Context: an optimization exercise on an open-source flow, tuned for small area, a short achievable clock period and few clock cycles per item. The choices shown serve that exercise and are no tape-out recipe. At most, simulation tests tie the RTL to the original design; equivalence was not proved.

==> flow/design.v (excerpt) <==
module feistel_core (
    input  wire         clk,
    input  wire         rst,       
    input  wire         start,     
    input  wire         alg,       
    input  wire         dir,       
    input  wire         chain,     
    input  wire         first,     
    input  wire [127:0] key,       
    input  wire [63:0]  iv,        
    input  wire [63:0]  din,       
    output wire         ready,
    output wire         done,      
    output wire [63:0]  dout       
);
Size: roughly 330 I/O pins, about 0.024 mm^2 of cells after synthesis.
export LEC_CHECK = 0
export CAP_MARGIN = 20
export CORE_MARGIN = 2
export CORE_UTILIZATION = 40
export SLEW_MARGIN = 20
create_clock -name core_clock -period 20.0 [get_ports {clk}]
standard.sh (not shown) runs the stock make flow with config.mk's settings and CLKGATE_MAP_FILE= SYNTH_SCRIPT=/design/flow/synth_recipe.tcl, a recipe that flattens the netlist after the stock synthesis.
==> flow/flow/run.sh <==
#!/bin/bash
# The standard layout, with the smallest buffer on each port in place of the
# delay buffer that buffer_ports picks by default, and timing repair aiming
# for a shorter period than the clock's.
bash standard.sh BUFFER_PORTS_ARGS="-buffer_cell sky130_fd_sc_hd__buf_1" SETUP_SLACK_MARGIN=14 CTS_CLUSTER_SIZE=30 CTS_CLUSTER_DIAMETER=80 CAP_MARGIN=5 SLEW_MARGIN=5 finish > standard.log 2>&1
Testbench counts at the start, summed over its fixed seeds: cycles 49,928, blocks 768.
==> next run, changes <==
==> flow/flow/run.sh (replaced) <==
#!/bin/bash
# The standard layout, with the smallest buffer on each port in place of the
# delay buffer that buffer_ports picks by default, and timing repair aiming
# for a shorter period than the clock's.
bash standard.sh BUFFER_PORTS_ARGS="-buffer_cell sky130_fd_sc_hd__buf_1" SETUP_SLACK_MARGIN=14 CTS_CLUSTER_SIZE=30 CTS_CLUSTER_DIAMETER=80 ABC_AREA=1 finish > standard.log 2>&1
Synthesized cell count came out higher by a quarter to a third.
Routed wire length came out higher by a few percent.
Final area came out higher by a few percent.
Synthesized area came out higher by a few percent.
==> next run, changes <==
==> flow/flow/run.sh (replaced) <==
#!/bin/bash
# The standard layout, with the smallest buffer on each port in place of the
# delay buffer that buffer_ports picks by default, and timing repair aiming
# for a shorter period than the clock's.
bash standard.sh BUFFER_PORTS_ARGS="-buffer_cell sky130_fd_sc_hd__buf_1" SETUP_SLACK_MARGIN=14 CTS_CLUSTER_SIZE=30 CTS_CLUSTER_DIAMETER=80 finish > standard.log 2>&1
The changed run completed without violations.
Count of clock-buffer cells in the layout went up by 3.
Global-route usage went down by 0.24 points.
Core utilization went up by 1.6 points.
Via count went down by about 11%.
==> next run, changes <==
==> flow/flow/run.sh (replaced) <==
#!/bin/bash
# The standard layout, with the smallest buffer on each port in place of the
# delay buffer that buffer_ports picks by default, and timing repair aiming
# for a shorter period than the clock's.
bash standard.sh BUFFER_PORTS_ARGS="-buffer_cell sky130_fd_sc_hd__buf_1" SETUP_SLACK_MARGIN=13.5 CTS_CLUSTER_SIZE=30 CTS_CLUSTER_DIAMETER=80 finish > standard.log 2>&1
Effect: The changed run completed without violations; design area falls by a few percent; worst hold slack loses 0.022 ns; via count came out lower slightly; area after synthesis stays the same.

---

run 1:
Another version of the RTL of feistel_core (not shown whole).
For scale: about 2,400 cells after synthesis, ~370 flip-flops, roughly 330 I/O pins, roughly 0.024 mm2 of cells after synthesis.
==> flow/config.mk <==
export PLATFORM = sky130hd
export DESIGN_NAME = feistel_core
export DESIGN_NICKNAME = feistel_core
export VERILOG_FILES = /design/flow/design.v
export SDC_FILE = /design/flow/constraint.sdc
export NUM_CORES = 4
export LEC_CHECK = 0
export CAP_MARGIN = 20
export CORE_MARGIN = 2
export CORE_UTILIZATION = 40
export SLEW_MARGIN = 20
==> flow/constraint.sdc <==
create_clock -name core_clock -period 20.0 [get_ports {clk}]
set_input_delay 4.0000 -clock core_clock [delete_from_list [all_inputs] [get_ports {clk}]]
set_output_delay 4.0000 -clock core_clock [all_outputs]
set_load 0.01 [all_outputs]
==> flow/flow/run.sh <==
#!/bin/bash
# The standard layout, with the smallest buffer on each port in place of the
# delay buffer that buffer_ports picks by default, and timing repair aiming
# for a shorter period than the clock's.
bash standard.sh BUFFER_PORTS_ARGS="-buffer_cell sky130_fd_sc_hd__buf_1" SETUP_SLACK_MARGIN=14 PLACE_DENSITY=0.75 finish > standard.log 2>&1
Every stage of the flow completed for run 1, and the final layout passed the timing, DRC and antenna checks.
Testbench counts of run 1, summed over its fixed seeds: cycles 49,928, blocks 768.
Setup changes, run 1 to run 2
==> flow/flow/run.sh <==
#!/bin/bash
# The standard layout, with the smallest buffer on each port in place of the
# delay buffer that buffer_ports picks by default, timing repair aiming for a
# shorter period than the clock's, and adders left to ABC (no full/half adder
# cell extraction).
bash standard.sh ADDER_MAP_FILE= BUFFER_PORTS_ARGS="-buffer_cell sky130_fd_sc_hd__buf_1" SETUP_SLACK_MARGIN=14 finish > standard.log 2>&1
[summary]
Run 1 ended up with compound AO/OA/AOI/OAI gates as its dominant combinational cell family by area after synthesis; run 2 ended up with XOR/XNOR gates. The number of different library cells in the post-synthesis netlist in run 2 is 1.2 times that in run 1. Compare run 2 and run 1 | cell count after synthesis higher: run 2.
--- input diff run 2..run 3 ---
==> flow/flow/run.sh <==
#!/bin/bash
# The standard layout, with the smallest buffer on each port in place of the
# delay buffer that buffer_ports picks by default, and timing repair aiming
# for a shorter period than the clock's.
bash standard.sh BUFFER_PORTS_ARGS="-buffer_cell sky130_fd_sc_hd__buf_1" SETUP_SLACK_MARGIN=14 CTS_CLUSTER_SIZE=30 CTS_CLUSTER_DIAMETER=80 finish > standard.log 2>&1
## What came out
- Run 3 ended with every stage complete and zero timing, DRC or antenna violations.
- Looking at dominant combinational cell family by area after synthesis, the XOR/XNOR gates result is from run 2; the compound AO/OA/AOI/OAI gates one comes from run 3.
- Row number of standard cells in the final layout excluding fillers: run 3 lower / run 2 higher
- Delta (run 3 minus run 2): number of non-clock inverters now larger; largest driver fanout on the critical path comparable.
- Run 2 reports its endpoint of the worst setup timing path as last_ct[37] while run 3 reports last_ct[39].
- Number of filler instances in the final layout: run 3 lower than run 2
- Summary of run 3 over run 2: final non-filler cell area now smaller; worst-skew pair later-pin latency held.
- Across both runs, multi-input logic portion of the cell area was lower for run 3 than for run 2.
--- input diff run 3..run 4 ---
==> flow/flow/run.sh <==
#!/bin/bash
# The standard layout, with the smallest buffer on each port in place of the
# delay buffer that buffer_ports picks by default, and timing repair aiming
# for a shorter period than the clock's.
bash standard.sh BUFFER_PORTS_ARGS="-buffer_cell sky130_fd_sc_hd__buf_1" SETUP_SLACK_MARGIN=13 finish > standard.log 2>&1
Findings:
Clock tree skew after final layout: run 4 and run 3 compared, higher one is run 3. Compared with run 3, in run 4 number of standard cells in the layout, taps in and fillers out has decreased; final design area excluding fillers decreased 1.7%; worst setup slack -0.67 ns; number of different library cells in the post-synthesis netlist about even. Clock latency reported for the late side of the worst-skew pair on run 4 is down relative to run 3. Largest incremental delay on the critical path: run 4 and run 3 compared, lower one is run 3. Maximum fanout along the worst path was higher in run 4 than in run 3. Side by side, sequential share of layout area turned out higher in run 4 than in run 3.
Setup changes, run 4 to run 5
==> flow/flow/run.sh <==
#!/bin/bash
# The standard layout, with the smallest buffer on each port in place of the
# delay buffer that buffer_ports picks by default, and timing repair aiming
# for a shorter period than the clock's.
bash standard.sh BUFFER_PORTS_ARGS="-buffer_cell sky130_fd_sc_hd__buf_1" SETUP_SLACK_MARGIN=14 RECOVER_POWER=100 finish > standard.log 2>&1
### Flow results
Of run 5 and run 4, only run 4 finishes the flow clean.
Final checks on run 5, whose flow otherwise completed, came back failing, citing max-capacitance violations, max-slew violations.
Run 5 falls short of run 4 in routed via count.
Compared with run 4, in run 5 part of the cycle the worst path needs increased 21 points, cell count increased 1.4%, final core area utilization increased 0.91 points, clock-cell share of area increased 0.39 points.
Going from run 4 to run 5, the slew at the pin closest to its max-slew limit was found to have gone up by 3.72 ns.
Per the comparison of run 5 with run 4, final max-slew violation count increased 729; non-clock buffer total of the final layout went up; number of gates resized after CTS now larger.
--- input diff run 5..run 6 ---
==> flow/flow/run.sh <==
#!/bin/bash
# The standard layout, with the smallest buffer on each port in place of the
# delay buffer that buffer_ports picks by default, and timing repair aiming
# for a shorter period than the clock's.
bash standard.sh BUFFER_PORTS_ARGS="-buffer_cell sky130_fd_sc_hd__buf_1" SETUP_SLACK_MARGIN=15 finish > standard.log 2>&1
==> run notes <==
- Run 6 ended with every stage complete and zero timing, DRC or antenna violations.
- Run 5 reports its slowest cell on the critical path as nor2_1 while run 6 reports mux4_2.
- Looking at top routing layer in use, the met4 result is from run 6; the met5 one comes from run 5.
- Run 5 → run 6: non-filler instance count after layout increased by 26 relative to the old numbers, detailed-routed wire length on met3 increased by 19% relative to the old numbers.

---

## before
Another version of the RTL of feistel_core (not shown whole).
Size in the first run: about 370 flip-flops.
Design feistel_core, start of the top module:
module feistel_core (
    input  wire         clk,
    input  wire         rst,       
    input  wire         start,     
    input  wire         alg,       
    input  wire         dir,       
    input  wire         chain,     
    input  wire         first,     
    input  wire [127:0] key,       
    input  wire [63:0]  iv,        
    input  wire [63:0]  din,       
    output wire         ready,
    output wire         done,      
    output wire [63:0]  dout       
);
    localparam [31:0] DELTA = 32'h9e3779b9;
    function [31:0] bswap(input [31:0] x);
        bswap = {x[7:0], x[15:8], x[23:16], x[31:24]};
    endfunction
    reg         busy;
    reg         done_r;
    reg         ready_r;       
    reg  [5:0]  h;             
    reg         alg_r, dir_r, chain_r;
    reg  [31:0] k0, k1, k2, k3;
    reg  [31:0] ta, sb;        
    reg  [63:0] prev;          
    reg  [63:0] last_ct;       
    reg         out_enc;       
    reg         out_enc1;      
    reg         fwd_ct;        
    wire [31:0] ct_hi   = fwd_ct ? bswap(sb) : last_ct[63:32];
    wire [63:0] prev_in = first ? iv : {ct_hi, last_ct[31:0]};
    wire [63:0] blk_in  = (chain && !dir) ? (din ^ prev_in) : din;
    wire [31:0] in_v0   = bswap(blk_in[31:0]);
    wire [31:0] in_v1   = bswap(blk_in[63:32]);
    wire [31:0] sum_tab [0:32];
    genvar gi;
    generate
        for (gi = 0; gi <= 32; gi = gi + 1) begin : g_tab
  ...
==> flow/config.mk <==
export PLATFORM = sky130hd
export DESIGN_NAME = feistel_core
export DESIGN_NICKNAME = feistel_core
export VERILOG_FILES = /design/flow/design.v
export SDC_FILE = /design/flow/constraint.sdc
export NUM_CORES = 4
export LEC_CHECK = 0
export CAP_MARGIN = 20
export CORE_MARGIN = 2
export CORE_UTILIZATION = 40
export SLEW_MARGIN = 20
==> flow/constraint.sdc <==
create_clock -name core_clock -period 20.0 [get_ports {clk}]
set_input_delay 4.0000 -clock core_clock [delete_from_list [all_inputs] [get_ports {clk}]]
set_output_delay 4.0000 -clock core_clock [all_outputs]
set_load 0.01 [all_outputs]
==> flow/flow/run.sh <==
#!/bin/bash
# The standard layout, with the smallest buffer on each port in place of the
# delay buffer that buffer_ports picks by default, and timing repair aiming
# for a shorter period than the clock's.
bash standard.sh BUFFER_PORTS_ARGS="-buffer_cell sky130_fd_sc_hd__buf_1" SETUP_SLACK_MARGIN=14 CTS_CLUSTER_SIZE=30 CTS_CLUSTER_DIAMETER=80 finish > standard.log 2>&1
Looking at the reports, before completed the entire flow and the layout it produced met the timing, DRC and antenna checks.
> inputs changed (before -> after)
==> flow/flow/run.sh <==
#!/bin/bash
# The standard layout, with the smallest buffer on each port in place of the
# delay buffer that buffer_ports picks by default, and timing repair aiming
# for a shorter period than the clock's.
bash standard.sh BUFFER_PORTS_ARGS="-buffer_cell sky130_fd_sc_hd__buf_1" SETUP_SLACK_MARGIN=14.5 CTS_CLUSTER_SIZE=30 CTS_CLUSTER_DIAMETER=80 finish > standard.log 2>&1
==> comparison <==
- Post-route fraction of the period consumed by the critical path (lower): after
- Between before and after, area share of buffers outside the clock network is higher for after, before comes in under that.
- Share of layout cells above drive strength 1 was higher in the run labelled after.
- Compared to before, after has met1 track demand over resource 1.3 points higher.
- Diff before -> after: CTS buffer count down about 3.7%, count of TritonRoute iterations in the first routing pass down 1, number of stages on the worst setup path down 21.
No functional check of the RTL was part of any run of this note.

afterwards: timing with drivers on the ports:
In the flow no input, the clock included, has a driving cell. The finished layouts below were timed again as built, in two steps.
Step 1 assumes that a clkbuf_16 drives the clock port and a buf_2 every other input.
Step 2 moves the port delays by t, midway between the first and last clock arrival at a register: inputs arrive t later, outputs are due t later. That takes back most of the time a late clock gives input paths.
a / b / c = no drivers / after step 1 / after step 2; a / b = the first two.
run | t, ns | slack for setup (ns) | hold WS [ns] | slew at the worst register clock pin (ns) | worst data-port slew with drivers (ns)
the first run of note 1 | 0.655 | 13.996 / 13.940 / 13.607 | 0.509 / 0.509 / 0.509 | 0.10 / 0.10 | 0.11
the second run of note 1 | 0.657 | 13.999 / 13.935 / 13.642 | 0.457 / 0.457 / 0.457 | 0.11 / 0.11 | 0.11
the third run of note 1 | 0.655 | 13.996 / 13.940 / 13.607 | 0.509 / 0.509 / 0.509 | 0.10 / 0.10 | 0.11
the fourth run of note 1 | 0.649 | 13.686 / 13.631 / 13.515 | 0.487 / 0.487 / 0.487 | 0.10 / 0.10 | 0.09
run 1 | 0.639 | 13.853 / 13.853 / 13.573 | 0.465 / 0.465 / 0.465 | 0.07 / 0.07 | 0.12
run 2 | 0.653 | 13.562 / 13.562 / 13.562 | 0.470 / 0.470 / 0.470 | 0.07 / 0.07 | 0.11
run 3 | 0.655 | 13.973 / 13.973 / 13.470 | 0.468 / 0.468 / 0.468 | 0.11 / 0.11 | 0.09
run 4 | 0.641 | 13.298 / 13.239 / 13.338 | 0.463 / 0.463 / 0.463 | 0.06 / 0.06 | 0.10
run 5 | 0.632 | 9.063 / 9.063 / 9.063 | 0.460 / 0.460 / 0.460 | 0.07 / 0.07 | 0.08
run 6 | 0.647 | 13.790 / 13.790 / 13.790 | 0.519 / 0.519 / 0.519 | 0.07 / 0.07 | 0.08
before | 0.653 | 13.891 / 13.891 / 13.451 | 0.468 / 0.468 / 0.468 | 0.11 / 0.11 | 0.13
after | 0.649 | 14.046 / 13.993 / 13.911 | 0.468 / 0.468 / 0.468 | 0.11 / 0.11 | 0.08
The setup slack of run 3, which loses most, moves by 0.000 ns with the drivers and by -0.503 ns with both steps.
